Background: an optimization exercise with open tools, aiming at small area, a short achievable clock period and few clock cycles. Do not read the settings as production practice. In this exercise RTL edits were held to simulation tests only and were not proved equivalent to the original. Power is estimated from default activity; no workload was simulated.

$ cat constraint.sdc
create_clock -name core_clock -period 10.0 [get_ports {clk}]
set_input_delay 2.0000 -clock core_clock [delete_from_list [all_inputs] [get_ports {clk}]]
set_output_delay 2.0000 -clock core_clock [all_outputs]
set_load 0.01 [all_outputs]
$ cat standard.sh
#!/bin/bash
# synth_recipe.tcl (not shown) runs the flow's synth.tcl, then flattens the netlist and writes it again
# the make line also repeats each setting of config.mk as NAME=value (left out here)
make -C /OpenROAD-flow-scripts/flow DESIGN_CONFIG=/design/flow/config.mk WORK_HOME=/design/flow/orfs CLKGATE_MAP_FILE= SYNTH_SCRIPT=/design/flow/synth_recipe.tcl "${@:-finish}"
$ cat flow/run.sh
#!/bin/bash
# The standard layout (standard.sh: the standard flow's own ORFS flow, unchanged
# synthesis), except that the ports are buffered with the smallest plain
# buffer (buf_1) instead of the default delay-cell buffers. ORFS writes each
# step's full log under orfs/logs/; make's own output goes to standard.log.
set -o pipefail
export BUFFER_PORTS_ARGS="-buffer_cell sky130_fd_sc_hd__buf_1"
bash standard.sh > standard.log 2>&1
$ cat design.v
module vrrp_codec (
    input  wire        clk,
    input  wire        rst,
    input  wire        host_valid,
    input  wire        host_we,
    input  wire [4:0]  host_addr,
    input  wire [31:0] host_wdata,
    output reg  [31:0] host_rdata,
    output wire        busy,
    output reg         pb_en,
    output reg         pb_we,
    output reg  [3:0]  pb_be,
    output reg  [9:0]  pb_addr,
    output reg  [31:0] pb_wdata,
    input  wire [31:0] pb_rdata,
    output reg         at_en,
    output reg         at_we,
    output reg  [9:0]  at_addr,
    output wire [31:0] at_wdata,
    input  wire [31:0] at_rdata
);
    localparam [4:0] A_CMD    = 5'd0,
                     A_IPVER  = 5'd3,
                     A_PLEN   = 5'd4,
                     A_VER    = 5'd8,
                     A_TYPE   = 5'd9,
                     A_VRID   = 5'd10,
                     A_PRIO   = 5'd11,
                     A_COUNT  = 5'd12,
                     A_ADVINT = 5'd13,
                     A_CKSUM  = 5'd14;
    localparam [2:0] E_NONE     = 3'd0,
                     E_TOOSHORT = 3'd1,
                     E_IPVER    = 3'd2,
                     E_LENGTH   = 3'd3,
                     E_VERSION  = 3'd4,
                     E_TYPE     = 3'd5,
                     E_ILLEGAL  = 3'd6,
                     E_OVERRUN  = 3'd7;
    localparam [3:0] S_IDLE = 4'd0,
                     S_CK   = 4'd1,    
                     S_CKF  = 4'd2,    
                     S_ENC  = 4'd3,    
                     S_FOLD = 4'd4,    
                     S_W1   = 4'd5,    
                     S_D0   = 4'd6,    
                     S_D1   = 4'd7,    
                     S_D2   = 4'd8,    
                     S_DCH  = 4'd9,    
                     S_AR   = 4'd10,   
                     S_AW   = 4'd11,   
                     S_AG   = 4'd12;   
    reg [3:0]  r_ver;
    reg [3:0]  r_type;
    reg [7:0]  r_vrid;
    reg [7:0]  r_prio;
    reg [7:0]  r_count;
    reg [11:0] r_advint;
    reg [15:0] r_cksum;
    reg [7:0]  r_ipver;
    reg [15:0] r_plen;
    reg [31:0] r_cmd;
    reg [2:0]  r_err;
    reg        r_ckok;
    reg [15:0] r_result;
    reg [31:0] r_ph [0:8];
    reg [3:0]  state;
    reg [10:0] idx;       
    reg        rd_on;     
    reg        dv;        
    reg        dlast;     
    reg [15:0] acc_s;     
    reg [15:0] acc_c;     
    wire idle = (state == S_IDLE);
    assign busy = !idle;
    wire [7:0]  op  = r_cmd[31:24];
    wire [15:0] imm = r_cmd[15:0];
    wire [2:0]  fld = op[2:0];
    wire [7:0]  w_op  = host_wdata[31:24];
    wire [7:0]  w_z   = host_wdata[23:16];
    wire [15:0] w_imm = host_wdata[15:0];
    wire w_is_set = (w_op[7:3] == 5'b00100) && (w_op[2:0] != 3'd7);
    wire w_is_get = (w_op[7:3] == 5'b00010) && (w_op[2:0] != 3'd7);
    wire w_is_cmd = (w_op <= 8'h05) || w_is_get || (w_op == 8'h7F);
    wire w_legal  = (w_z == 8'h00) && (w_is_set || (w_is_cmd && (w_imm == 16'h0000)));
    wire ipver_ok   = (r_ipver == 8'd4) || (r_ipver == 8'd6);
    wire plen_over  = r_plen[15:12] != 4'd0 && r_plen != 16'h1000;
    wire plen_short = (r_plen[15:3] == 13'd0);
    wire [9:0]  reg_nch  = r_ipver[1] ? {r_count, 2'b00} : {2'b00, r_count};
    wire [11:0] reg_slen = {reg_nch, 2'b00} + 12'd8;
    wire [11:0] plen_m1  = r_plen[11:0] - 12'd1;
    wire [9:0]  last_idx = (state == S_CK) ? plen_m1[11:2] : (reg_nch - 10'd1);
    wire        at_last  = (idx[9:0] == last_idx);
    wire host_wr  = host_valid && host_we && idle;
    wire cmd_wr   = host_wr && (host_addr == A_CMD);
    wire go       = cmd_wr && w_legal;
    wire srst_go  = go && (w_op == 8'h7F);
    wire enc_go   = go && (w_op == 8'h01 || w_op == 8'h05) && ipver_ok;
    wire adv_go   = enc_go && w_op[2];
    wire regs_rst = rst || srst_go;
    wire [1:0]  tail = r_plen[1:0];
    wire        part = dlast && (tail != 2'd0);
    wire [31:0] ck_word;
    assign ck_word[31:24] = (part && tail == 2'd1) ? 8'h00 : pb_rdata[31:24];
    assign ck_word[23:16] = (part && tail == 2'd1) ? pb_rdata[31:24] : pb_rdata[23:16];
    assign ck_word[15:8]  = part ? 8'h00 : pb_rdata[15:8];
    assign ck_word[7:0]   = part ? ((tail == 2'd3) ? pb_rdata[15:8] : 8'h00) : pb_rdata[7:0];
    wire [31:0] d_word  = (state == S_CK) ? (dv ? ck_word : 32'h0)
                                          : (pb_we ? pb_wdata : 32'h0);
    wire        ph_on   = (idx[10:4] == 7'd0 && idx[3:0] <= 4'd8);
    wire [31:0] ph_word = ph_on ? host_rdata : 32'h0;
    wire [15:0] x1 = d_word[31:16], x2 = d_word[15:0];
    wire [15:0] x3 = ph_word[31:16], x4 = ph_word[15:0];
    wire [15:0] s1 = acc_s ^ acc_c ^ x1;
    wire [15:0] c1 = (acc_s & acc_c) | (acc_s & x1) | (acc_c & x1);
    wire [15:0] s2 = x2 ^ x3 ^ x4;
    wire [15:0] c2 = (x2 & x3) | (x2 & x4) | (x3 & x4);
    wire [15:0] c1r = {c1[14:0], c1[15]};
    wire [15:0] c2r = {c2[14:0], c2[15]};
    wire [15:0] s3 = s1 ^ c1r ^ s2;
    wire [15:0] c3 = (s1 & c1r) | (s1 & s2) | (c1r & s2);
    wire [15:0] c3r = {c3[14:0], c3[15]};
    wire [15:0] s_next = s3 ^ c3r ^ c2r;
    wire [15:0] c4 = (s3 & c3r) | (s3 & c2r) | (c3r & c2r);
    wire [15:0] c_next = {c4[14:0], c4[15]};
    wire [16:0] fold1 = {1'b0, acc_s} + {1'b0, acc_c};
    wire [15:0] fold2 = fold1[15:0] + {15'b0, fold1[16]};
    wire [4:0] rd_sel = busy ? {1'b1, idx[3:0]} : host_addr;
    always @(*) begin
        case (rd_sel)
            5'd0:     host_rdata = r_cmd;
            5'd1:     host_rdata = {27'b0, r_ckok, 1'b0, r_err};
            5'd2:     host_rdata = {16'b0, r_result};
            A_IPVER:  host_rdata = {24'b0, r_ipver};
            A_PLEN:   host_rdata = {16'b0, r_plen};
            A_VER:    host_rdata = {28'b0, r_ver};
            A_TYPE:   host_rdata = {28'b0, r_type};
            A_VRID:   host_rdata = {24'b0, r_vrid};
            A_PRIO:   host_rdata = {24'b0, r_prio};
            A_COUNT:  host_rdata = {24'b0, r_count};
            A_ADVINT: host_rdata = {20'b0, r_advint};
            A_CKSUM:  host_rdata = {16'b0, r_cksum};
            5'd16:    host_rdata = r_ph[0];
            5'd17:    host_rdata = r_ph[1];
            5'd18:    host_rdata = r_ph[2];
            5'd19:    host_rdata = r_ph[3];
            5'd20:    host_rdata = r_ph[4];
            5'd21:    host_rdata = r_ph[5];
            5'd22:    host_rdata = r_ph[6];
            5'd23:    host_rdata = r_ph[7];
            5'd24:    host_rdata = r_ph[8];
            default:  host_rdata = 32'h0000_0000;
        endcase
    end
    assign at_wdata = pb_rdata;
    wire fld_w1 = fld[2] & (fld[1] | fld[0]);    
    always @(*) begin
        pb_en    = 1'b0;
        pb_we    = 1'b0;
        pb_be    = 4'b1111;
        pb_addr  = idx[9:0];
        pb_wdata = {r_ver, r_type, r_vrid, r_prio, r_count};
        at_en    = 1'b0;
        at_we    = 1'b0;
        at_addr  = idx[9:0];
        case (state)
            S_CK: begin
                pb_en = rd_on;
            end
            S_ENC: begin
                at_en = rd_on;
                pb_en = 1'b1;
                pb_we = dv | (idx == 11'd0);
                if (dv) begin
                    pb_addr  = idx[9:0] + 10'd1;
                    pb_wdata = at_rdata;
                end
            end
            S_W1: begin
                pb_en    = 1'b1;
                pb_we    = 1'b1;
                pb_addr  = 10'd1;
                pb_wdata = {4'b0000, r_advint, r_cksum};
            end
            S_D0, S_D1, S_D2, S_DCH: begin
                pb_en   = 1'b1;
                pb_addr = idx[9:0] + 10'd3;
                at_en   = (state == S_DCH);
                at_we   = 1'b1;
            end
            S_AR: begin
                pb_en   = 1'b1;
                pb_addr = {9'b0, fld_w1};
            end
            S_AW: begin
                pb_en   = 1'b1;
                pb_we   = 1'b1;
                pb_addr = {9'b0, fld_w1};
                case (fld)
                    3'd0: begin pb_be = 4'b1000; pb_wdata = {imm[3:0], pb_rdata[27:24], 24'h0}; end
                    3'd1: begin pb_be = 4'b1000; pb_wdata = {pb_rdata[31:28], imm[3:0], 24'h0}; end
                    3'd2: begin pb_be = 4'b0100; pb_wdata = {8'h0, imm[7:0], 16'h0}; end
                    3'd3: begin pb_be = 4'b0010; pb_wdata = {16'h0, imm[7:0], 8'h0}; end
                    3'd4: begin pb_be = 4'b0001; pb_wdata = {24'h0, imm[7:0]}; end
                    3'd5: begin pb_be = 4'b1100; pb_wdata = {4'b0000, imm[11:0], 16'h0}; end
                    default: begin pb_be = 4'b0011; pb_wdata = {16'h0, imm[15:0]}; end
                endcase
            end
            default: ;
        endcase
    end
    reg [15:0] get_val;
    always @(*) begin
        case (fld)
            3'd0:    get_val = {12'b0, pb_rdata[31:28]};
            3'd1:    get_val = {12'b0, pb_rdata[27:24]};
            3'd2:    get_val = {8'b0, pb_rdata[23:16]};
            3'd3:    get_val = {8'b0, pb_rdata[15:8]};
            3'd4:    get_val = {8'b0, pb_rdata[7:0]};
            3'd5:    get_val = {4'b0, pb_rdata[27:16]};
            default: get_val = pb_rdata[15:0];
        endcase
    end
    wire [7:0]  rx_cnt   = pb_rdata[7:0];
    wire [10:0] rx_nch2  = (r_ipver[1] ? {1'b0, rx_cnt, 2'b00} : {3'b000, rx_cnt}) + 11'd2;
    wire        rx_short = {3'b000, rx_nch2} > r_plen[15:2];
    wire [2:0]  rx_err   = rx_short                  ? E_LENGTH  :
                           (pb_rdata[31:28] != 4'd3) ? E_VERSION :
                           (pb_rdata[27:24] != 4'd1) ? E_TYPE    : E_NONE;
    wire        dec_ok   = (state == S_D1) && (rx_err == E_NONE);
    wire        dec_w1   = (state == S_D2);
    wire [31:0] ph_d  = regs_rst ? 32'h0000_0000 : host_wdata;
    wire [31:0] ph8_d = regs_rst ? 32'h0070_0000 :
                        adv_go   ? {16'h0070, 4'b0000, reg_slen} : host_wdata;
    genvar gj;
    generate
        for (gj = 0; gj < 8; gj = gj + 1) begin : g_ph
            always @(posedge clk)
                if (regs_rst || (host_wr && host_addr == 5'd16 + gj))
                    r_ph[gj] <= ph_d;
        end
    endgenerate
    always @(posedge clk)
        if (regs_rst || adv_go || (host_wr && host_addr == 5'd24))
            r_ph[8] <= ph8_d;
    always @(posedge clk)
        if (regs_rst || adv_go || dec_ok || (host_wr && host_addr == A_VER))
            r_ver <= (regs_rst || busy || adv_go) ? 4'd3 : host_wdata[3:0];
    always @(posedge clk)
        if (regs_rst || adv_go || dec_ok || (host_wr && host_addr == A_TYPE))
            r_type <= (regs_rst || busy || adv_go) ? 4'd1 : host_wdata[3:0];
    always @(posedge clk)
        if (regs_rst || dec_ok || (host_wr && host_addr == A_VRID))
            r_vrid <= regs_rst ? 8'd0 : busy ? pb_rdata[23:16] : host_wdata[7:0];
    always @(posedge clk)
        if (regs_rst || dec_ok || (host_wr && host_addr == A_PRIO))
            r_prio <= regs_rst ? 8'd0 : busy ? pb_rdata[15:8] : host_wdata[7:0];
    always @(posedge clk)
        if (regs_rst || dec_ok || (host_wr && host_addr == A_COUNT))
            r_count <= regs_rst ? 8'd0 : busy ? pb_rdata[7:0] : host_wdata[7:0];
    always @(posedge clk)
        if (regs_rst || dec_w1 || (host_wr && host_addr == A_ADVINT))
            r_advint <= regs_rst ? 12'd0 : busy ? pb_rdata[27:16] : host_wdata[11:0];
    always @(posedge clk)
        if (regs_rst || dec_w1 || (state == S_FOLD) || (host_wr && host_addr == A_CKSUM))
            r_cksum <= regs_rst ? 16'd0 : (state == S_FOLD) ? ~fold2 :
                       busy ? pb_rdata[15:0] : host_wdata[15:0];
    always @(posedge clk)
        if (regs_rst || (host_wr && host_addr == A_IPVER))
            r_ipver <= regs_rst ? 8'd0 : host_wdata[7:0];
    always @(posedge clk)
        if (regs_rst || enc_go || (host_wr && host_addr == A_PLEN))
            r_plen <= regs_rst ? 16'd0 : enc_go ? {4'b0000, reg_slen} : host_wdata[15:0];
    always @(posedge clk)
        if (rst || cmd_wr)
            r_cmd <= rst ? 32'd0 : host_wdata;
    always @(posedge clk) begin
        if (cmd_wr) begin
            idx   <= (w_op[1:0] == 2'b10) ? 11'd1021 : 11'd0;    
            acc_s <= (w_op[2] && w_op[0]) ? {4'b0, r_advint} : 16'd0;
            acc_c <= 16'd0;
            dv    <= 1'b0;
            dlast <= 1'b0;
            rd_on <= (w_op[1:0] == 2'b01) ? (r_count != 8'd0) : (r_plen != 16'd0);
        end else begin
            idx   <= idx + 11'd1;
            rd_on <= rd_on && !at_last;
            dv    <= rd_on;
            dlast <= rd_on && at_last;
            acc_s <= s_next;
            acc_c <= c_next;
        end
    end
    always @(posedge clk) begin
        if (rst) begin
            r_err    <= 3'd0;
            r_ckok   <= 1'b0;
            r_result <= 16'd0;
            state    <= S_IDLE;
        end else begin
            case (state)
            S_IDLE: begin
                if (cmd_wr) begin
                    r_ckok   <= 1'b0;
                    r_err    <= E_NONE;
                    r_result <= 16'd0;
                    if (!w_legal) begin
                        r_err <= E_ILLEGAL;
                    end else if (w_op == 8'h00 || w_op == 8'h7F) begin
                    end else if (w_op == 8'h01 || w_op == 8'h05) begin
                        if (!ipver_ok) begin
                            r_err <= E_IPVER;
                        end else begin
                            r_result <= {4'b0000, reg_slen};
                            state    <= S_ENC;
                        end
                    end else if (w_op == 8'h03 || w_op == 8'h04) begin
                        if (plen_over) begin
                            r_err <= E_OVERRUN;
                        end else begin
                            state <= S_CK;
                        end
                    end else if (w_op == 8'h02) begin
                        if (plen_over) begin
                            r_err <= E_OVERRUN;
                        end else if (plen_short) begin
                            r_err <= E_TOOSHORT;
                        end else if (!ipver_ok) begin
                            r_err <= E_IPVER;
                        end else begin
                            state <= S_D0;
                        end
                    end else begin
                        if (plen_over) begin
                            r_err <= E_OVERRUN;
                        end else if (plen_short) begin
                            r_err <= E_TOOSHORT;
                        end else begin
                            state <= (w_op[5] && w_op[2:1] != 2'b00) ? S_AW : S_AR;
                        end
                    end
                end
            end
            S_CK: begin
                if (!rd_on && idx[10:3] != 8'd0)
                    state <= S_CKF;
            end
            S_CKF: begin
                r_ckok   <= !op[0] && (fold2 == 16'hFFFF);
                r_result <= op[0] ? ~fold2 : fold2;
                state    <= S_IDLE;
            end
            S_ENC: begin
                if (!rd_on && (!op[2] || idx[10:3] != 8'd0))
                    state <= op[2] ? S_FOLD : S_W1;
            end
            S_FOLD: begin
                r_result <= ~fold2;
                state    <= S_W1;
            end
            S_W1: begin
                state <= S_IDLE;
            end
            S_D0: state <= S_D1;
            S_D1: begin
                r_err <= rx_err;
                if (rx_err != E_NONE) begin
                    state <= S_IDLE;
                end else begin
                    r_result <= {3'b000, rx_nch2, 2'b00};
                    state    <= S_D2;
                end
            end
            S_D2: begin
                state <= (r_count == 8'd0) ? S_IDLE : S_DCH;
            end
            S_DCH: begin
                if (idx[9:0] == reg_nch - 10'd1)
                    state <= S_IDLE;
            end
            S_AR: state <= op[5] ? S_AW : S_AG;
            S_AW: state <= S_IDLE;
            S_AG: begin
                r_result <= get_val;
                state    <= S_IDLE;
            end
            default: state <= S_IDLE;
            endcase
        end
    end
endmodule
$ cat config.mk
export PLATFORM = sky130hd
export DESIGN_NAME = vrrp_codec
export DESIGN_NICKNAME = vrrp_codec
export VERILOG_FILES = /design/flow/design.v
export SDC_FILE = /design/flow/constraint.sdc
export NUM_CORES = 4
export LEC_CHECK = 0
export CAP_MARGIN = 20
export CORE_MARGIN = 2
export CORE_UTILIZATION = 55
export PLACE_DENSITY = 0.7
export SETUP_SLACK_MARGIN = 4
export SLEW_MARGIN = 20
==> run_results.csv, run 1 <==
group,metric,value,unit
run_status,result_of_the_run,"complete, no violations",
placement,post-dp-hpwl,85700,µm
critical_path,r2r_slack,4.05,ns
synth,synth.lib_cells_used.distinct,83,
worst_hold_path,hold-path-cell-count,2,
route,routed_wire_length_per_instance,36.6,µm
critical_path,critical-path-top-cell-by-count,"buf_12",
timing,final_setup_viols,0,
grt,antenna_found_initial,11,
grt,global_route.usage.total,47.8,%
clocking,clk_pin_slew_worst_paths,0.06,ns
synth,syn-instance-count,2524,
die,placeableCoreArea,47700,µm²
clocking,cts.htree.levels,2,
timing,period_share,60.8,%
critical_path,crit_type,"input pin to primary output",
critical_path,reg2reg_depth,28,
power,power,0.00827,W
clocking,tritoncts,"yes",
placement,placed_area,28000,µm²
clocking,clockBufferDepth,3,
final_layout,commonest_cells_after_routing_fill_and_taps_aside,"edfxtp_1, nand2_1, buf_1, nor2_1, nor2b_1",
timing,rsz0062_at_grt,"true",
timing,report.final.hold_viol_count,0,
timing,timing.final.max_slew_violations,0,
synth,synth-warning-count,2,
critical_path,critical_path_cell_by_cell,"buf_12, nor2b_4, o21ai_2, buf_6, nor2_4, buf_12, a222oi_1, nand3_1, a211oi_2, nand3b_1, buf_2",
critical_path,required,8.00,ns
synth,ys_async_sr_fraction,0,%
timing,clock_skew,0.0340,ns
job,max_cap_violations,0,
power,static-leakage-power,11.6,nW
synth,synth-edff-count,404,
critical_path,crit_path_max_incr_delay,0.62,ns
route,detail-route-antenna-nets,0,
final_layout,final_design_area_no_fill,31000,µm²
worst_hold_path,min-delay-path-class,"flop to flop",
route,num_vias,24500,
synth,postSynthAreaPerCell,10.6,µm²
grt,overflow,0,
die,dieHeight,224,µm
grt,grt_start_max_net_pins,71,
worst_hold_path,min_from,"r_result[8]",
critical_path,critical_path.startpoint_type,"input pin",
critical_path,setup.worst_path.start,"host_addr[4]",
die,fp.dieArea,50300,µm²
timing,relSlewSlack,13.6,%
critical_path,critical-path-top-delay-family,"compound AO/OA/AOI/OAI gates",
timing,worst_hold_slack,0.487,ns
route,first_pass_iters,8,
clocking,clkSinkCount,474,
die,floorplan.io_pins,230,
worst_hold_path,hold_end,"r_result[8]",
critical_path,crit_fanout,7,
final_layout,post_route_cells_drive_above_1_share,13.0,%
final_layout,fin_nets,2944,
power,worst_ir_drop_vdd,0.212,mV
route,vias_per_cell,7.20,
timing,worst-slew-pin-transition,1.28,ns
final_layout,mostFrequentLayoutCell,"edfxtp_1",
critical_path,crit-reg2reg-capture,"acc_s[2]",
placement,place.port_buffers,229,
synth,postSynthNetCount,2729,
synth,yosys_register_bits,474,
grt,vias_in_the_first_global_route,22300,
clocking,ctsRootBufferMaster,"clkbuf_16",
critical_path,buf_inv_on_cp,4,
critical_path,critical_path.slowest_cell,"a222oi_1",
route,drt_iter0_markers,4835,
die,dieWidth,224,µm
final_layout,area_growth_syn_to_layout,16.3,%
critical_path,r2r_start,"state[0]",
synth,synthFlopType,"edfxtp_1",
critical_path,cp.arrival,4.08,ns
placement,globalplace.congestion,1.07,
critical_path,critPathCaptureType,"primary output",
timing,timing.final.crit_period,6.08,ns
die,initial_utilization,55.8,%
timing,fin_setup_tns,0,ns
synth,summed_instance_area_of_the_synthesized_netlist,26700,µm²
synth,seq_area_frac_synth,50.8,%
die,std_cell_rows,80,
route,remaining_drc_errors,0,
power,power_density,267,nW/µm²
grt,grt_pass1_wl,167000,µm
timing,max_clock_freq,164,MHz
route,routed_wl,124000,µm
final_layout,utilization,65.0,%
clocking,cts_buffers,49,
clocking,worstSkewPairLatency,0.64,ns
-- logic make-up (layout without fill, tap and decap cells) --
group,count (synthesis),after routing,synth area share (%)
mux,54,54,2.09
fa+ha+maj,100,100,6.52
other cells,1,9,0.0141
simple gates,869,869,16.1
buf+inv,323,576,5.30
flops,474,474,50.8
compound gates,633,634,16.9
xor+xnor,70,70,2.30
-- Yosys cell counts, types with 6 or more instances --
library cell	number	area share, %
a21oi_1	113	2.1
a222oi_1	78	2.9
nor2b_1	133	3.1
nand3b_1	6	0.17
ha_1	35	1.6
buf_4	42	1.2
a21o_1	18	0.51
nor3_1	43	0.81
a311oi_1	6	0.20
and3_1	25	0.59
xnor2_1	41	1.3
buf_1	15	0.21
nand2_1	261	3.7
a31oi_1	38	0.89
a221oi_1	27	0.89
nor4_1	20	0.47
o21a_1	9	0.25
mux2i_1	41	1.5
o22ai_1	11	0.26
a211oi_1	16	0.45
fa_1	65	4.9
and4_1	7	0.23
nand3_1	96	1.8
xor2_1	29	0.95
clkbuf_1	137	1.9
mux2_2	13	0.55
edfxtp_1	404	46
inv_1	120	1.7
a221o_1	9	0.34
or2_2	6	0.14
o31ai_1	8	0.23
nand2b_1	22	0.52
or3_1	16	0.38
a22oi_1	106	3.0
a22o_1	41	1.3
dfxtp_1	70	5.3
o21ai_0	101	1.9
a21boi_0	9	0.25
and2_1	17	0.40
nor2_1	167	2.4
nand4_1	20	0.47
-- sequential cells by signal, indices dropped and copies added, names as in the netlist --
signal    flops
state         4
acc_c        16
r_plen       16
r_err         3
dlast         1
r_ver         4
r_prio        8
r_advint     12
r_cmd        32
dv            1
idx          11
r_ckok        1
acc_s        16
r_type        4
r_result     16
r_vrid        8
rd_on         1
r_ipver       8
r_cksum      16
r_count       8
r_ph        288
-- where the power goes --
part / total [W] / internal (W) / switching (W)
Sequential: 0.00286 / 0.00244 / 0.000418
Combinational: 0.00354 / 0.00126 / 0.00228
Clock: 0.00187 / 0.00103 / 0.000840
-- worst register-to-register path: cells and delay by family (launching register included) --
kind	cells	cell delay (ns)
buffers and inverters	13	1.75
AO/OA/AOI/OAI	3	0.19
adder cells (fa/ha/maj)	3	1.32
AND/OR/NAND/NOR	9	2.13
flip-flops	1	0.46
-- timing repair --
action	CTS	global route
hold buffers	0	0
pin swaps	21	27
gates resized for setup	85	77
setup endpoints to repair	108	108
gates cloned	2	5
setup buffers	44	21
-- metrics by stage --
step | std cells | setup slack, ns
floorplan | 2524 | 4.11
global placement | 3230 | 3.04
detailed placement | 3230 | 2.99
CTS | 3366 | 3.98
global route | 3396 | 3.88
finish | 3401 | 3.92
-- how the worst max path moves through the flow --
stage	end	slack, ns	cells past startpoint
global placement	acc_s[3]	3.04	15
finish	host_rdata[2]	3.92	11
CTS	host_rdata[14]	3.98	12
floorplan	host_rdata[0]	4.11	9
detailed placement	acc_s[3]	2.99	15
global route	host_rdata[3]	3.88	11
-- final cells by class --
cell class	count	area (µm²)
fillers	3773	16700
repair buffers	364	2310
clock inverters	31	343
inverters	122	458
well taps	615	769
flip-flops and latches	474	13500
multi-input cells	1728	12300
clock buffers	59	1280
diodes	8	20.0
-- per-layer routing --
metal  track usage [%]  share of wire [%]  vias to the layer above
li1                  -                  -                     9847
met1              63.9                 35                    11800
met2              66.7                 40                     2421
met3              18.5                 17                      470
met4              26.6                7.0                        2
met5                 0             0.0097                        -
Testbench counts, summed over its fixed seeds: cycles 22,758.
==> run 2, diff against run 1 <==
==> flow/run.sh (replaced) <==
#!/bin/bash
# The standard layout (standard.sh: the standard flow's own ORFS flow, unchanged
# synthesis) with two changes: the ports are buffered with the smallest
# plain buffer (buf_1) instead of the default delay-cell buffers, and the
# clock tree uses larger sink clusters and no dummy loads. ORFS writes each
# step's full log under orfs/logs/; make's own output goes to standard.log.
set -o pipefail
export BUFFER_PORTS_ARGS="-buffer_cell sky130_fd_sc_hd__buf_1"
export CTS_ARGS="-sink_clustering_enable -repair_clock_nets -sink_clustering_size 22 -sink_clustering_max_diameter 100 -dont_use_dummy_load"
bash standard.sh > standard.log 2>&1
--- a/config.mk
+++ b/config.mk
@@ -10,4 +10,4 @@
 export CORE_UTILIZATION = 55
 export PLACE_DENSITY = 0.7
-export SETUP_SLACK_MARGIN = 4
+export SETUP_SLACK_MARGIN = 3.85
 export SLEW_MARGIN = 20
==> run 2 against run 1 <==
Still clean on timing, DRC and antenna; non-clock buffer count decreased by 33; core utilization decreased by 3.4 points; clock power decreased by 41%; area after synthesis unchanged; sequential power about the same; power decreased by 14%; synthesized cell count unchanged; first-iteration DRC count decreased by 0.50%; final cell count decreased by 2.9%; largest cell class unchanged; highest routed layer unchanged.
==> run_results.csv, run 2 <==
group,metric,value,unit
grt,vias_in_the_first_global_route,21900,
clocking,tritoncts,"yes",
clocking,ctsRootBufferMaster,"clkbuf_16",
synth,yosys_register_bits,474,
final_layout,reg_top3,"r_ph: 288 flops, r_cmd: 32 flops",
critical_path,crit_fanout,32,
route,first_pass_iters,10,
final_layout,largest_register_ff_count,288,
synth,post-synth-top-count-cell,"edfxtp_1",
clocking,cts_buffers,27,
synth,synth_top_cells_by_area,"edfxtp_1, dfxtp_1, fa_1, nand2_1, nor2b_1",
die,fp.dieArea,50300,µm²
power,power_density,242,nW/µm²
route,routed_wire_length_per_instance,36.1,µm
route,routed_wl,119000,µm
final_layout,final_design_area_no_fill,29400,µm²
synth,synth-edff-count,404,
route,route.layer.met1.wl,43300,µm
clocking,clk_pin_slew_worst_paths,0.09,ns
job,max_cap_violations,0,
die,floorplan.io_pins,230,
placement,post-dp-hpwl,85700,µm
critical_path,critical_path.slowest_cell,"a222oi_1",
synth,synthFlopType,"edfxtp_1",
timing,timing.final.max_slew_violations,0,
timing,fin_setup_tns,0,ns
grt,grt_start_max_net_pins,71,
timing,report.final.hold_viol_count,0,
worst_hold_path,min-delay-path-class,"flop to flop",
final_layout,mostFrequentLayoutCell,"edfxtp_1",
placement,place.port_buffers,229,
critical_path,critical_path_cell_by_cell,"buf_4, mux2i_4, nand2b_2, nor2_2, buf_6, a222oi_1, and3_1, nand3_1, buf_1",
die,dieWidth,224,µm
critical_path,cp.arrival,4.16,ns
route,top_signal_layer_used,"met5",
synth,postSynthAreaPerCell,10.6,µm²
route,num_vias,23700,
clocking,clockBufferDepth,3,
synth,synth_common_cells,"edfxtp_1, nand2_1, nor2_1, clkbuf_1, nor2b_1",
synth,yosysTopAreaCellShare,45.5,%
critical_path,critPathCaptureType,"primary output",
synth,synth.lib_cells_used.distinct,83,
grt,antenna_found_initial,8,
timing,timing.final.crit_period,6.16,ns
route,remaining_drc_errors,0,
final_layout,area_growth_syn_to_layout,10.3,%
route,wl_met2,48600,µm
synth,synth.largest_area_cell,"edfxtp_1",
critical_path,required,8.00,ns
synth,seq_area_frac_synth,50.8,%
clocking,cts.htree.levels,1,
timing,period_share,61.6,%
grt,grt_pass1_wl,165000,µm
timing,worst-slew-pin-transition,1.19,ns
route,routed-wl-met3,19800,µm
critical_path,reg2reg_depth,26,
die,placeableCoreArea,47700,µm²
placement,placed_area,28000,µm²
synth,postSynthNetCount,2729,
timing,max_clock_freq,162,MHz
route,detail-route-antenna-nets,0,
placement,globalplace.congestion,1.07,
die,std_cell_rows,80,
route,drt_iter0_markers,4811,
timing,rsz0062_at_grt,"false",
final_layout,fin_nets,2888,
critical_path,crit_type,"input pin to primary output",
critical_path,crit_path_max_incr_delay,0.41,ns
worst_hold_path,hold-path-cell-count,2,
final_layout,post_route_cells_drive_above_1_share,8.73,%
synth,summed_instance_area_of_the_synthesized_netlist,26700,µm²
grt,global_route.usage.total,46.8,%
power,static-leakage-power,10.7,nW
clocking,clkSinkCount,474,
final_layout,commonest_cells_after_routing_fill_and_taps_aside,"edfxtp_1, nand2_1, buf_1, nor2_1, nor2b_1",
synth,syn-instance-count,2524,
die,initial_utilization,55.8,%
die,dieHeight,224,µm
timing,clock_skew,0.113,ns
synth,ys_async_sr_fraction,0,%
route,vias_per_cell,7.17,
clocking,worstSkewPairLatency,0.63,ns
timing,final_setup_viols,0,
run_status,result_of_the_run,"complete, no violations",
timing,relSlewSlack,19.6,%
final_layout,top_register,"r_ph",
critical_path,critical_path.startpoint_type,"input pin",
power,worst_ir_drop_vdd,0.211,mV
synth,synth-warning-count,2,
grt,overflow,0,
-- run 2: cell counts after synthesis --
No cell type changed its count.
-- run 2: layout make-up --
type	count	area (µm²)
Sequential cell	474	13500
Multi-Input combinational cell	1727	12100
Antenna cell	6	15.0
Inverter	122	458
Tap cell	615	769
Clock buffer	27	676
Timing Repair Buffer	331	1840
Fill cell	3993	18400
-- run 2: path summary, 6_finish.rpt --
kind	slack, ns	startpoint	end
hold reg to reg	0.49	r_result[10]	r_result[10]
hold / removal	0.49	r_result[10]	r_result[10]
setup reg to reg	4.05	state[0]	acc_s[2]
setup / recovery	3.84	host_addr[2]	host_rdata[25]
-- run 2: cell families after synthesis --
kind of cell / share of synthesized area, %
compound gates: 16.9
flops: 50.8
mux: 2.09
simple gates: 16.1
buf+inv: 5.30
other cells: 0.0141
fa+ha+maj: 6.52
xor+xnor: 2.30
-- run 2: power by group --
| group | leakage [nW] | switching, W | total (W) | internal [W] |
|---|---|---|---|---|
| Combinational | 5.72 | 0.00211 | 0.00317 | 0.00106 |
| Clock | 0.333 | 0.000629 | 0.00111 | 0.000478 |
| Sequential | 4.69 | 0.000407 | 0.00284 | 0.00243 |
| Total | 10.7 | 0.00314 | 0.00712 | 0.00398 |
-- run 2: what timing repair did --
| item | 4_1_cts | 5_1_grt |
|---|---|---|
| cloned | 1 | 0 |
| setup buffers | 33 | 5 |
| endpoints found under the setup margin | 76 | 94 |
| pin swaps | 12 | 11 |
| gates resized for setup | 49 | 25 |
| hold buffers | 0 | 0 |
-- run 2: critical path: cells and delay by family --
kind	cells	cell delay (ns)
AND/OR/NAND/NOR	4	0.90
buffers and inverters	3	0.52
AO/OA/AOI/OAI	1	0.41
multiplexers	1	0.27
-- run 2: metrics by stage --
stage	worst slack, ns	utilization (%)	hold WS (ns)	cells	total power [W]
2_1_floorplan	4.11	-	0.447	2524	0.00441
3_3_place_gp	3.04	58.7	0.456	3230	0.00559
3_5_place_dp	2.99	58.7	0.470	3230	0.00562
4_1_cts	3.85	61.3	0.485	3291	0.00688
5_1_grt	3.85	61.5	0.506	3296	0.00730
6_report	3.84	61.6	0.490	3302	0.00712
-- run 2: metal layers --
metal / vias up / global-route usage (%)
li1: 9680 / -
met1: 11400 / 63.4
met2: 2141 / 65.9
met3: 397 / 18.1
met4: 6 / 22.9
met5: - / 0
==> run 3, diff against run 2 <==
--- a/config.mk
+++ b/config.mk
@@ -10,4 +10,5 @@
 export CORE_UTILIZATION = 55
 export PLACE_DENSITY = 0.7
-export SETUP_SLACK_MARGIN = 3.85
+export SETUP_SLACK_MARGIN = 4
 export SLEW_MARGIN = 20
+export TNS_END_PERCENT = 5
==> run 3 against run 2 <==
Critical path type unchanged; worst setup slack improved by 0.060 ns; critical path depth increased by 1; synthesized cell count unchanged; worst hold slack got worse by 0.0047 ns; combinational power increased by 5%; fmax increased by 0.99%; power increased by 2.3%; clock power about the same; final cell count increased by 0.67%; sequential share of layout area decreased by 0.64 points; critical endpoint is now host_rdata[2]; wire length increased by 1.4%.
==> run_results.csv, run 3 <==
group,metric,value,unit
run_status,result_of_the_run,"complete, no violations",
die,dieWidth,224,µm
timing,report.final.hold_viol_count,0,
synth,postSynthNetCount,2729,
timing,timing.final.crit_period,6.10,ns
placement,place.port_buffers,229,
final_layout,final.fill_count,3930,
route,drt_iter0_markers,4450,
timing,fin_setup_tns,0,ns
critical_path,cp.arrival,4.10,ns
final_layout,area_growth_syn_to_layout,11.8,%
die,dieHeight,224,µm
die,initial_utilization,55.8,%
final_layout,seqCellArea,13500,µm²
timing,rsz0062_at_grt,"true",
synth,summed_instance_area_of_the_synthesized_netlist,26700,µm²
route,num_vias,24100,
final_layout,mostFrequentLayoutCell,"edfxtp_1",
final_layout,commonest_cells_after_routing_fill_and_taps_aside,"edfxtp_1, nand2_1, buf_1, nor2_1, nor2b_1",
power,power,0.00728,W
critical_path,required,8.00,ns
synth,synth-edff-count,404,
synth,ys_async_sr_fraction,0,%
synth,synth-warning-count,2,
synth,synth.largest_area_cell,"edfxtp_1",
final_layout,instances_no_fill,3324,
synth,synth_top_cells_by_area,"edfxtp_1, dfxtp_1, fa_1, nand2_1, nor2b_1",
final_layout,fin_nets,2909,
placement,globalplace.congestion,1.07,
timing,final_critical_path_setup_slack,3.90,ns
power,power_density,244,nW/µm²
placement,pre_cts_slack,2.99,ns
critical_path,critPathCaptureType,"primary output",
clocking,worstSkewPairLatency,0.63,ns
synth,yosys_register_bits,474,
final_layout,top_register,"r_ph",
power,static-leakage-power,11.0,nW
route,first_pass_iters,10,
clocking,clk_pin_slew_worst_paths,0.09,ns
timing,clock_skew,0.118,ns
worst_hold_path,min-delay-path-class,"flop to flop",
grt,global_route.usage.total,46.9,%
clocking,clkSinkCount,474,
clocking,cts_buffers,27,
critical_path,crit_type,"input pin to primary output",
route,routed_wl,121000,µm
final_layout,post_route_cells_drive_above_1_share,10.0,%
synth,postSynthAreaPerCell,10.6,µm²
route,remaining_drc_errors,0,
die,placeableCoreArea,47700,µm²
placement,place_inst,3230,
synth,synth_common_cells,"edfxtp_1, nand2_1, nor2_1, clkbuf_1, nor2b_1",
route,routed_wire_length_per_instance,36.4,µm
clocking,ctsRootBufferMaster,"clkbuf_16",
route,vias_per_cell,7.24,
grt,overflow,0,
timing,final_setup_viols,0,
grt,antenna_found_initial,10,
die,std_cell_rows,80,
grt,grt_start_max_net_pins,71,
synth,post-synth-top-count-cell,"edfxtp_1",
grt,vias_in_the_first_global_route,21800,
job,max_cap_violations,0,
clocking,cts.htree.levels,1,
final_layout,reg_top3,"r_ph: 288 flops, r_cmd: 32 flops",
synth,syn-instance-count,2524,
final_layout,largest_register_ff_count,288,
timing,period_share,61.0,%
synth,yosysTopAreaCellShare,45.5,%
synth,synthFlopType,"edfxtp_1",
timing,worst_hold_slack,0.485,ns
clocking,tritoncts,"yes",
grt,grt_pass1_wl,165000,µm
timing,worst-slew-pin-transition,1.19,ns
route,detail-route-antenna-nets,0,
die,floorplan.io_pins,230,
final_layout,multiInputGateArea,12200,µm²
clocking,quantity_of_hold_fixing_buffers_added_after_cts,0,
synth,seq_area_frac_synth,50.8,%
synth,synth.lib_cells_used.distinct,83,
die,fp.dieArea,50300,µm²
clocking,clockBufferDepth,3,
critical_path,critical_path.startpoint_type,"input pin",
timing,timing.final.max_slew_violations,0,
power,worst_ir_drop_vdd,0.213,mV
timing,relSlewSlack,19.7,%
timing,max_clock_freq,164,MHz
placement,post-dp-hpwl,85700,µm
critical_path,crit_fanout,7,
[run 3: path summary, 6_finish.rpt]
kind / start / to / slack (ns) / depth (start not counted)
max: host_addr[4] / host_rdata[2] / 3.90 / 10
max reg2reg: state[0] / acc_s[3] / 4.39 / 17
min reg2reg: r_result[10] / r_result[10] / 0.49 / 2
min: r_result[10] / r_result[10] / 0.49 / 2
[run 3: worst max-delay path, stage by stage]
cell and delay [ns]:
buf_12 0.10, buf_4 0.12, or3_4 0.43, nand2b_2 0.26, nor2_2 0.37, a222oi_1 0.26, nand3_1 0.15, a211oi_2 0.04
nand3b_1 0.20, buf_2 0.17
[run 3: what timing repair did]
| action | CTS | global route |
|---|---|---|
| pin swaps | 15 | 20 |
| gates resized for setup | 56 | 67 |
| gates cloned | 1 | 5 |
| buffers inserted | 29 | 24 |
| setup endpoints to repair | 110 | 110 |
[run 3: through the flow]
stage	cell area, µm²	utilization [%]
CTS	29200	61.2
finish	29800	62.4
global placement	28000	58.7
detailed placement	28000	58.7
global route	29800	62.4
floorplan	26700	-
[run 3: area by class of cell]
cell class                      instances  area share (%)
Multi-Input combinational cell       1727            40.9
Tap cell                              615            2.58
Antenna cell                            7          0.0587
Clock buffer                           27            2.27
Sequential cell                       474            45.4
Timing Repair Buffer                  352            7.26
Inverter                              122            1.54
[run 3: layer usage]
metal	global-route usage [%]	wire length, µm
met1	63.7	43100
met2	66.3	48800
met3	17.8	20800
met4	22.5	8100
met5	0	76
[run 3: where the power goes]
group          switching, W  leakage [nW]  internal, W  total, W
combinational       0.00218          5.95      0.00115   0.00333
sequential         0.000409          4.69      0.00243   0.00284
clock              0.000629         0.333     0.000478   0.00111
[run 3: cells by family (layout without fill, tap and decap cells)]
logic type / after synthesis / count (layout) / share of synthesized area (%)
flip-flops: 474 / 474 / 50.8
multiplexers: 54 / 54 / 2.09
adder cells (fa/ha/maj): 100 / 100 / 6.52
AND/OR/NAND/NOR: 869 / 869 / 16.1
other: 1 / 8 / 0.0141
AO/OA/AOI/OAI: 633 / 633 / 16.9
XOR/XNOR: 70 / 70 / 2.30
buffers and inverters: 323 / 501 / 5.30
==> run 4, diff against run 3 <==
--- a/config.mk
+++ b/config.mk
@@ -12,3 +12,2 @@
 export SETUP_SLACK_MARGIN = 4
 export SLEW_MARGIN = 20
-export TNS_END_PERCENT = 5
==> run 4 against run 3 <==
Clock power is essentially flat; first-iteration DRC count grew 12%; combinational power grew 3%; fmax grew 0.84%; power grew 1.2%; critical path depth is the same; synthesized cell count is the same; sequential share of layout area shrank 0.13 points; area after synthesis is the same; final area grew 0.29%; sequential cell count is the same; worst hold slack gained 0.0052 ns.
==> run_results.csv, run 4 <==
group,metric,value,unit
synth,synth-compound-area-share,16.9,%
clocking,tritoncts,"yes",
power,share_comb_of_total_power,46.4,%
synth,synth-edff-count,404,
timing,final_critical_path_setup_slack,3.95,ns
synth,summed_instance_area_of_the_synthesized_netlist,26700,µm²
grt,global_route.usage.total,47.3,%
job,max_cap_violations,0,
synth,post-synth-top-count-cell,"edfxtp_1",
clocking,worstSkewPairLatency,0.63,ns
timing,report.final.hold_viol_count,0,
critical_path,r2r_start,"state[3]",
power,worst_ir_drop_vdd,0.213,mV
route,remaining_drc_errors,0,
power,swShare,44.0,%
synth,synth.largest_area_cell,"edfxtp_1",
worst_hold_path,hold-path-cell-count,2,
grt,grt_start_max_net_pins,71,
grt,top_usage_layer,"met2",
clocking,clkSinkCount,474,
critical_path,cp.arrival,4.05,ns
final_layout,final.fill_count,3907,
timing,worst_hold_slack,0.490,ns
final_layout,seqCellArea,13500,µm²
timing,relSlewSlack,13.1,%
placement,place_inst,3230,
route,vias_per_cell,7.23,
timing,max_clock_freq,165,MHz
synth,yosys.area_share.simple,16.1,%
placement,pre_cts_slack,2.99,ns
critical_path,r2r_slack,4.08,ns
synth,synth_fa_ha_area_share,6.52,%
clocking,quantity_of_hold_fixing_buffers_added_after_cts,0,
synth,ys_async_sr_fraction,0,%
run_status,result_of_the_run,"complete, no violations",
route,first_pass_iters,9,
worst_hold_path,hold_end,"r_result[8]",
timing,final_setup_viols,0,
final_layout,instances_no_fill,3328,
die,placeableCoreArea,47700,µm²
timing,worst-slew-pin-transition,1.29,ns
critical_path,critPathCaptureType,"primary output",
power,static-leakage-power,11.0,nW
die,fp.dieArea,50300,µm²
worst_hold_path,min-delay-path-class,"flop to flop",
synth,synthFlopType,"edfxtp_1",
final_layout,top_register,"r_ph",
synth,synth.lib_cells_used.distinct,83,
grt,grt_pass1_wl,166000,µm
synth,synth-warning-count,2,
synth,post_synthesis_mux_area_share,2.09,%
die,initial_utilization,55.8,%
critical_path,crit-reg2reg-capture,"acc_s[2]",
placement,place.port_buffers,229,
power,power.internal,0.00413,W
synth,synth_top_cells_by_area,"edfxtp_1, dfxtp_1, fa_1, nand2_1, nor2b_1",
power,share_clk_of_total_power,15.0,%
clocking,ctsRootBufferMaster,"clkbuf_16",
final_layout,post_route_cells_drive_above_1_share,10.8,%
grt,grtUsageMet2,66.4,%
final_layout,area_growth_syn_to_layout,12.1,%
grt,vias_in_the_first_global_route,22000,
die,std_cell_rows,80,
synth,postSynthAreaPerCell,10.6,µm²
clocking,clk_pin_slew_worst_paths,0.09,ns
timing,clock_skew,0.120,ns
final_layout,final_design_area_no_fill,29900,µm²
route,routed_wl,121000,µm
die,floorplan.io_pins,230,
critical_path,crit_type,"input pin to primary output",
clocking,cts.htree.levels,1,
grt,overflow,0,
synth,postSynthNetCount,2729,
final_layout,largest_register_ff_count,288,
critical_path,crit_fanout,5,
final_layout,fin_nets,2916,
route,num_vias,24100,
power,net-switching-power,0.00324,W
power,power_density,246,nW/µm²
grt,antenna_found_initial,8,
critical_path,reg2reg_depth,26,
route,routed_wire_length_per_instance,36.4,µm
synth,dominant_combinational_cell_family_by_area_after_synthesis,"compound AO/OA/AOI/OAI gates",
final_layout,commonest_cells_after_routing_fill_and_taps_aside,"edfxtp_1, nand2_1, buf_1, nor2_1, nor2b_1",
final_layout,reg_top3,"r_ph: 288 flops, r_cmd: 32 flops",
synth,yosysTopAreaCellShare,45.5,%
final_layout,multiInputGateArea,12200,µm²
placement,placed_area,28000,µm²
timing,timing.final.crit_period,6.05,ns
placement,globalplace.congestion,1.07,
synth,yosys.area_share.xor_xnor,2.30,%
timing,timing.final.max_slew_violations,0,
grt,grt_met3_use,17.2,%
placement,post-dp-hpwl,85700,µm
power,sequentialPowerShare,38.6,%
die,dieWidth,224,µm
timing,fin_setup_tns,0,ns
route,detail-route-antenna-nets,0,
worst_hold_path,min_from,"r_result[8]",
synth,syn-instance-count,2524,
critical_path,required,8.00,ns
timing,period_share,60.5,%
synth,yosys_register_bits,474,
die,dieHeight,224,µm
clocking,cts_buffers,27,
synth,synth_common_cells,"edfxtp_1, nand2_1, nor2_1, clkbuf_1, nor2b_1",
critical_path,critical_path.startpoint_type,"input pin",
clocking,clockBufferDepth,3,
timing,rsz0062_at_grt,"true",
route,drt_iter0_markers,4988,
grt,use_met1,64.7,%
final_layout,mostFrequentLayoutCell,"edfxtp_1",
synth,seq_area_frac_synth,50.8,%
==> run 4: changes by cell type in the layout (fill, tap and decap cells not counted), sizes merged <==
cell    change
bufbuf      +1
diode       -3
buf        +11
clkbuf      -5
==> run 4: cell type report <==
cell class                      instances  area share (%)
Inverter                              122            1.53
Clock buffer                           27            2.26
Sequential cell                       474            45.3
Tap cell                              615            2.57
Multi-Input combinational cell       1727            41.0
Timing Repair Buffer                  359            7.36
Antenna cell                            4          0.0335
==> run 4: power by group through the flow <==
stage,clock network [W],registers [W],logic (W)
finish,0.00111,0.00284,0.00342
global route,0.00116,0.00283,0.00356
CTS,0.00109,0.00279,0.00315
detailed placement,0,0.00283,0.00278
global placement,0,0.00283,0.00276
floorplan,0,0.00258,0.00183
==> run 4: kinds of logic after synthesis <==
group	count (synthesis)
simple gates	869
compound gates	633
flops	474
buf+inv	323
fa+ha+maj	100
xor+xnor	70
mux	54
other cells	1
==> run 4: per-stage QoR <==
step	util (%)	power (W)
5_1_grt	62.6	0.00755
2_1_floorplan	-	0.00441
4_1_cts	61.9	0.00703
3_3_place_gp	58.7	0.00559
3_5_place_dp	58.7	0.00562
6_report	62.6	0.00737
==> run 4: layer usage <==
| layer | vias up | routed length, µm |
|---|---|---|
| met5 | - | 41 |
| met4 | 6 | 7560 |
| met3 | 408 | 20700 |
| met2 | 2291 | 49400 |
| met1 | 11600 | 43400 |
| li1 | 9722 | - |
==> run 4: worst max-delay path: stages <==
cell      delay [ns]
buf_12          0.10
buf_4           0.12
or3_4           0.41
nand2b_2        0.25
nor2_2          0.36
a222oi_1        0.25
nand3_1         0.15
a211oi_2        0.05
nand3b_1        0.19
buf_2           0.16
==> run 4: repair_timing <==
action,in CTS,in global routing
setup endpoints to repair,110,108
gates resized for setup,85,50
buffers inserted,47,16
pin swaps,20,21
cloned,2,2
==> run 4: worst max path at each step <==
stage | start | to | slack [ns] | depth (start not counted)
final | host_addr[4] | host_rdata[2] | 3.95 | 10
after floorplan | host_addr[3] | host_rdata[0] | 4.11 | 9
after detailed placement | host_addr[3] | acc_s[3] | 2.99 | 15
after CTS | host_addr[1] | host_rdata[5] | 3.93 | 11
after global routing | host_addr[2] | host_rdata[7] | 3.92 | 11
after global placement | host_addr[3] | acc_s[3] | 3.04 | 15
==> run 5, diff against run 4 <==
--- a/config.mk
+++ b/config.mk
@@ -10,4 +10,4 @@
 export CORE_UTILIZATION = 55
 export PLACE_DENSITY = 0.7
-export SETUP_SLACK_MARGIN = 4
+export SETUP_SLACK_MARGIN = 4.2
 export SLEW_MARGIN = 20
==> run 5 against run 4 <==
Final area increased by 4.3%; synthesized cell count unchanged; fmax increased by 0.58%; largest power group unchanged; die area did not move; worst setup slack improved by 0.035 ns; sequential power about the same; combinational power grew 15%; area after synthesis stayed put; power grew 7.4%; via count rose by 3.7%; non-clock buffer count up 60; still clean; critical endpoint is now host_rdata[7]; largest cell class unchanged.
==> run_results.csv, run 5 <==
group,metric,value,unit
final_layout,fin_nets,2977,
synth,post-synth-top-count-cell,"edfxtp_1",
critical_path,cp.arrival,4.02,ns
placement,placed_area,28000,µm²
grt,overflow,0,
synth,postSynthNetCount,2729,
power,worst_ir_drop_vdd,0.201,mV
grt,global_route.usage.total,46.9,%
synth,synth_fa_ha_area_share,6.52,%
final_layout,final.fill_count,3701,
synth,synth_common_cells,"edfxtp_1, nand2_1, nor2_1, clkbuf_1, nor2b_1",
grt,grt_pass1_wl,166000,µm
synth,synth.lib_cells_used.distinct,83,
timing,max_clock_freq,166,MHz
die,dieHeight,224,µm
timing,report.final.hold_viol_count,0,
final_layout,largest_register_ff_count,288,
critical_path,required,8.00,ns
placement,globalplace.congestion,1.08,
route,vias_per_cell,7.36,
die,std_cell_rows,80,
clocking,clk_pin_slew_worst_paths,0.09,ns
final_layout,multiInputGateArea,12500,µm²
clocking,tritoncts,"yes",
die,initial_utilization,55.8,%
synth,ys_async_sr_fraction,0,%
clocking,clockBufferDepth,3,
synth,seq_area_frac_synth,50.8,%
clocking,clkSinkCount,474,
die,floorplan.io_pins,230,
die,placeableCoreArea,47700,µm²
critical_path,crit_fanout,5,
synth,yosys.area_share.simple,16.1,%
timing,clock_skew,0.0840,ns
die,dieWidth,224,µm
power,power_density,254,nW/µm²
grt,vias_in_the_first_global_route,22200,
synth,summed_instance_area_of_the_synthesized_netlist,26700,µm²
final_layout,seqCellArea,13500,µm²
synth,post_synthesis_mux_area_share,2.09,%
synth,synth.largest_area_cell,"edfxtp_1",
critical_path,crit_type,"input pin to primary output",
placement,post-dp-hpwl,84300,µm
timing,timing.final.max_slew_violations,0,
placement,place.port_buffers,229,
synth,yosysTopAreaCellShare,45.5,%
critical_path,critPathCaptureType,"primary output",
critical_path,critical_path.startpoint_type,"input pin",
grt,antenna_found_initial,10,
clocking,quantity_of_hold_fixing_buffers_added_after_cts,0,
grt,grt_start_max_net_pins,67,
synth,synth-warning-count,2,
timing,fin_setup_tns,0,ns
route,routed_wl,125000,µm
final_layout,area_growth_syn_to_layout,17.0,%
synth,synthFlopType,"edfxtp_1",
route,drt_iter0_markers,5358,
timing,final_setup_viols,0,
clocking,worstSkewPairLatency,0.63,ns
final_layout,top_register,"r_ph",
final_layout,post_route_cells_drive_above_1_share,15.0,%
timing,period_share,60.2,%
final_layout,mostFrequentLayoutCell,"edfxtp_1",
route,remaining_drc_errors,0,
final_layout,commonest_cells_after_routing_fill_and_taps_aside,"edfxtp_1, nand2_1, buf_1, nor2_1, nor2b_1",
timing,worst-slew-pin-transition,1.28,ns
synth,yosys.area_share.xor_xnor,2.30,%
route,first_pass_iters,11,
clocking,ctsRootBufferMaster,"clkbuf_16",
timing,relSlewSlack,14.3,%
route,routed_wire_length_per_instance,37.0,µm
power,static-leakage-power,11.6,nW
job,max_cap_violations,0,
clocking,cts.htree.levels,1,
route,num_vias,25000,
synth,synth-compound-area-share,16.9,%
synth,yosys_register_bits,474,
timing,timing.final.crit_period,6.02,ns
synth,dominant_combinational_cell_family_by_area_after_synthesis,"compound AO/OA/AOI/OAI gates",
final_layout,final_design_area_no_fill,31200,µm²
power,power,0.00792,W
worst_hold_path,min-delay-path-class,"flop to flop",
route,detail-route-antenna-nets,0,
final_layout,reg_top3,"r_ph: 288 flops, r_cmd: 32 flops",
timing,rsz0062_at_grt,"true",
clocking,cts_buffers,27,
run_status,result_of_the_run,"complete, no violations",
synth,postSynthAreaPerCell,10.6,µm²
synth,synth_top_cells_by_area,"edfxtp_1, dfxtp_1, fa_1, nand2_1, nor2b_1",
die,fp.dieArea,50300,µm²
synth,syn-instance-count,2524,
synth,synth-edff-count,404,
-- run 5: changes by cell type in the layout (fill, tap and decap cells not counted), moves of 14 or more --
cell / before / now
buf_6: 14 / 41
buf_4: 99 / 115
buf_1: 212 / 192
a22oi_1: 106 / 92
buf_12: 14 / 30
a22oi_2: 0 / 14
-- run 5: area by class of cell --
| type | instances | share of cell area [%] |
|---|---|---|
| Tap cell | 615 | 2.47 |
| Timing Repair inverter | 1 | 0.0160 |
| Inverter | 122 | 1.49 |
| Timing Repair Buffer | 419 | 10.3 |
| Antenna cell | 6 | 0.0481 |
| Sequential cell | 474 | 43.4 |
| Multi-Input combinational cell | 1727 | 40.1 |
| Clock buffer | 27 | 2.17 |
-- run 5: what timing repair did --
action | in CTS | in global routing
buffers inserted | 57 | 49
cloned | 9 | 13
resized for setup | 169 | 100
endpoints found under the setup margin | 85 | 80
pin swaps | 43 | 67
-- run 5: cell families (layout without fill, tap and decap cells) --
group                    Yosys count  in the layout
other                              1              7
XOR/XNOR                          70             70
AO/OA/AOI/OAI                    633            633
flip-flops                       474            474
adder cells (fa/ha/maj)          100            100
AND/OR/NAND/NOR                  869            869
buffers and inverters            323            569
multiplexers                      54             54
-- run 5: final timing paths --
check               start             to  slack, ns  cells after the start
max          host_addr[2]  host_rdata[7]       3.98                     11
min          r_result[10]   r_result[10]       0.50                      2
max reg2reg      state[1]       acc_s[2]       4.39                     27
min reg2reg  r_result[10]   r_result[10]       0.50                      2
-- run 5: routing by layer --
metal | GRT usage [%] | share of wire [%] | vias to the layer above | wire, µm
li1 | - | - | 9850 | -
met3 | 18.1 | 18 | 555 | 22500
met2 | 65.3 | 40 | 2583 | 49800
met4 | 24.0 | 7.5 | 6 | 9420
met1 | 63.9 | 35 | 12000 | 43500
met5 | 0 | 0.037 | - | 46
-- run 5: through the flow --
| stage | std cells | setup WS (ns) | hold WS [ns] | utilization, % |
|---|---|---|---|---|
| 2_1_floorplan | 2524 | 4.22 | 0.447 | - |
| 3_3_place_gp | 3228 | 3.33 | 0.460 | 58.6 |
| 3_5_place_dp | 3228 | 3.32 | 0.474 | 58.6 |
| 4_1_cts | 3321 | 4.09 | 0.486 | 62.8 |
| 5_1_grt | 3385 | 3.99 | 0.519 | 65.3 |
| 6_report | 3391 | 3.98 | 0.498 | 65.3 |
-- run 5: worst max-delay path, cell delays in order --
cell	delay, ns
buf_8	0.10
mux2i_4	0.21
buf_4	0.16
buf_4	0.14
nand2_2	0.11
nor3_2	0.55
a22oi_1	0.17
nand4_1	0.23
nor2_1	0.06
nand3_1	0.12
buf_2	0.16
-- run 5: power by group --
group | switching [W] | internal [W] | leakage [nW] | total, W
Sequential | 0.000426 | 0.00244 | 4.69 | 0.00286
Combinational | 0.00236 | 0.00157 | 6.62 | 0.00393
Clock | 0.000643 | 0.000478 | 0.333 | 0.00112
==> run 6, diff against run 5 <==
--- a/config.mk
+++ b/config.mk
@@ -8,6 +8,6 @@
 export CAP_MARGIN = 20
 export CORE_MARGIN = 2
-export CORE_UTILIZATION = 55
-export PLACE_DENSITY = 0.7
-export SETUP_SLACK_MARGIN = 4.2
+export CORE_UTILIZATION = 62
+export PLACE_DENSITY = 0.75
+export SETUP_SLACK_MARGIN = 4
 export SLEW_MARGIN = 20
==> run 6 against run 5 <==
Still clean; sequential power barely moved; non-clock buffer count fell by 91; sequential cell count did not move; critical path depth did not move; combinational power fell by 18%; worst hold slack improved by 0.0023 ns; first-iteration DRC count rose by 9.6%; die area fell by 11%; fmax fell by 2.4%; clock-buffer cell count fell by 1; register-to-register slack got worse by 0.28 ns; critical endpoint is now host_rdata[2].
==> run_results.csv, run 6 <==
group,metric,value,unit
synth,synthFlopType,"edfxtp_1",
critical_path,cp.arrival,4.17,ns
grt,grt_pass1_wl,160000,µm
worst_hold_path,hold-path-cell-count,2,
synth,postSynthAreaPerCell,10.6,µm²
critical_path,critPathCaptureType,"primary output",
synth,post_synthesis_mux_area_share,2.09,%
clocking,tritoncts,"yes",
synth,dominant_combinational_cell_family_by_area_after_synthesis,"compound AO/OA/AOI/OAI gates",
run_status,result_of_the_run,"complete, no violations",
route,detail-route-antenna-nets,0,
timing,clock_skew,0.0751,ns
critical_path,critical_path.startpoint_type,"input pin",
route,drt_iter0_markers,5872,
synth,yosys_register_bits,474,
clocking,quantity_of_hold_fixing_buffers_added_after_cts,0,
timing,max_clock_freq,162,MHz
final_layout,utilization,69.4,%
grt,overflow,0,
final_layout,fin_nets,2884,
synth,synth-compound-area-share,16.9,%
job,max_cap_violations,0,
synth,ys_async_sr_fraction,0,%
final_layout,commonest_cells_after_routing_fill_and_taps_aside,"edfxtp_1, nand2_1, buf_1, nor2_1, nor2b_1",
critical_path,required,8.00,ns
die,std_cell_rows,75,
synth,synth_common_cells,"edfxtp_1, nand2_1, nor2_1, clkbuf_1, nor2b_1",
timing,period_share,61.7,%
timing,report.final.hold_viol_count,0,
synth,yosys.area_share.xor_xnor,2.30,%
synth,synth_top_cells_by_area,"edfxtp_1, dfxtp_1, fa_1, nand2_1, nor2b_1",
power,power_density,244,nW/µm²
placement,globalplace.congestion,1.10,
timing,fin_setup_tns,0,ns
timing,timing.final.crit_period,6.17,ns
worst_hold_path,min-delay-path-class,"flop to flop",
route,routed_wire_length_per_instance,35.8,µm
critical_path,crit_fanout,4,
die,floorplan.io_pins,230,
power,worst_ir_drop_vdd,0.206,mV
synth,seq_area_frac_synth,50.8,%
placement,post-dp-hpwl,82300,µm
timing,timing.final.max_slew_violations,0,
grt,antenna_found_initial,11,
timing,final_critical_path_setup_slack,3.83,ns
placement,pre_cts_slack,2.75,ns
final_layout,reg_top3,"r_ph: 288 flops, r_cmd: 32 flops",
route,num_vias,24400,
timing,worst_hold_slack,0.500,ns
final_layout,post_route_cells_drive_above_1_share,9.49,%
route,vias_per_cell,7.58,
timing,relSlewSlack,16.8,%
critical_path,crit_type,"input pin to primary output",
synth,yosysTopAreaCellShare,45.5,%
clocking,clockBufferDepth,3,
synth,synth.lib_cells_used.distinct,83,
grt,vias_in_the_first_global_route,22300,
clocking,ctsRootBufferMaster,"clkbuf_16",
synth,summed_instance_area_of_the_synthesized_netlist,26700,µm²
timing,worst-slew-pin-transition,1.24,ns
synth,postSynthNetCount,2729,
clocking,cts.htree.levels,1,
die,fp.dieArea,44700,µm²
final_layout,largest_register_ff_count,288,
die,dieHeight,211,µm
final_layout,top_register,"r_ph",
grt,global_route.usage.total,51.2,%
synth,syn-instance-count,2524,
synth,synth.largest_area_cell,"edfxtp_1",
route,remaining_drc_errors,0,
clocking,worstSkewPairLatency,0.61,ns
die,placeableCoreArea,42200,µm²
route,routed_wl,115000,µm
grt,grt_start_max_net_pins,67,
placement,placed_area,27900,µm²
placement,place.port_buffers,229,
clocking,clk_pin_slew_worst_paths,0.09,ns
final_layout,area_growth_syn_to_layout,9.93,%
final_layout,final_design_area_no_fill,29300,µm²
timing,rsz0062_at_grt,"true",
synth,synth_fa_ha_area_share,6.52,%
final_layout,mostFrequentLayoutCell,"edfxtp_1",
critical_path,reg2reg_depth,25,
synth,synth-warning-count,2,
clocking,clkSinkCount,474,
synth,post-synth-top-count-cell,"edfxtp_1",
timing,final_setup_viols,0,
synth,synth-edff-count,404,
power,static-leakage-power,10.8,nW
clocking,cts_buffers,26,
die,dieWidth,211,µm
route,first_pass_iters,13,
synth,yosys.area_share.simple,16.1,%
die,initial_utilization,63.1,%
==> run 6: cell counts after synthesis <==
Identical to the previous run, type by type.
==> run 6: routing by layer <==
metal / GRT usage, % / vias up / wire [µm]
met4: 27.0 / 14 / 8850
met5: 2.11 / - / 184
met3: 24.4 / 593 / 22400
met1: 66.3 / 11500 / 38300
met2: 71.0 / 2616 / 45700
li1: - / 9662 / -
==> run 6: repair_timing <==
item	in CTS	in global routing
pin swaps	12	17
cloned	1	0
endpoints found under the setup margin	137	106
buffers inserted	24	10
resized for setup	63	61
==> run 6: layout make-up <==
cell class / count / area [µm²]
Inverter: 122 / 458
Timing Repair Buffer: 328 / 1810
Antenna cell: 4 / 10.0
Clock buffer: 26 / 651
Sequential cell: 474 / 13500
Tap cell: 539 / 674
Fill cell: 3165 / 12900
Multi-Input combinational cell: 1727 / 12200
==> run 6: metrics by stage <==
stage | power [W] | std cells
2_1_floorplan | 0.00441 | 2524
3_3_place_gp | 0.00551 | 3152
3_5_place_dp | 0.00557 | 3154
6_report | 0.00715 | 3220
4_1_cts | 0.00681 | 3205
5_1_grt | 0.00731 | 3217
==> run 6: kinds of logic (layout without fill, tap and decap cells) <==
group	count (synthesis)	after routing
flops	474	474
simple gates	869	869
xor+xnor	70	70
buf+inv	323	476
fa+ha+maj	100	100
mux	54	54
compound gates	633	633
other cells	1	5
==> run 6: critical path: stages <==
cell      delay [ns]
buf_12          0.08
mux2i_4         0.07
buf_4           0.15
buf_4           0.16
nand2_4         0.10
nor2_2          0.11
a222oi_1        0.64
nand3_1         0.17
a211oi_2        0.34
nand3b_1        0.16
buf_2           0.18
==> run 6: report_power, final <==
| group | switching, W | internal [W] | total [W] | leakage (nW) |
|---|---|---|---|---|
| clock network | 0.000620 | 0.000462 | 0.00108 | 0.320 |
| registers | 0.000406 | 0.00244 | 0.00284 | 4.69 |
| logic | 0.00214 | 0.00109 | 0.00323 | 5.76 |
| total | 0.00316 | 0.00399 | 0.00715 | 10.8 |
==> run 6: path summary, 6_finish.rpt <==
| kind | start | to | slack [ns] |
|---|---|---|---|
| hold reg to reg | r_result[7] | r_result[7] | 0.50 |
| hold / removal | r_result[7] | r_result[7] | 0.50 |
| setup / recovery | host_addr[2] | host_rdata[2] | 3.83 |
| setup reg to reg | state[0] | acc_s[2] | 4.11 |

re-timing with driven ports:
Ports are ideal in the flow. The routed layouts listed here were re-timed in OpenROAD.
Step 1 (the two cells are an assumption about what drives the block):
set clk [get_ports {clk}]
set_driving_cell -lib_cell sky130_fd_sc_hd__clkbuf_16 $clk
set_driving_cell -lib_cell sky130_fd_sc_hd__buf_2 [delete_from_list [all_inputs] $clk]
Step 2 moves the port delays by t, midway between the first and last clock arrival at a register: inputs arrive t later, outputs are due t later. That takes back most of the time a late clock gives input paths.
Slacks: no drivers / after step 1 / after step 2; pairs: no drivers / after step 1.
run	t (ns)	slack for setup (ns)	cell pins on the clock port's net
run 1	0.683	3.920 / 3.871 / 3.306	1
run 2	0.634	3.835 / 3.812 / 3.362	1
run 3	0.632	3.895 / 3.823 / 3.431	1
run 4	0.632	3.946 / 3.868 / 3.448	1
run 5	0.651	3.981 / 3.941 / 3.568	1
run 6	0.632	3.830 / 3.760 / 3.353	1
After both steps every run listed still meets setup and hold. For run 1, which loses most, drivers alone change the setup slack by -0.049 ns; drivers and shift together by -0.614 ns.
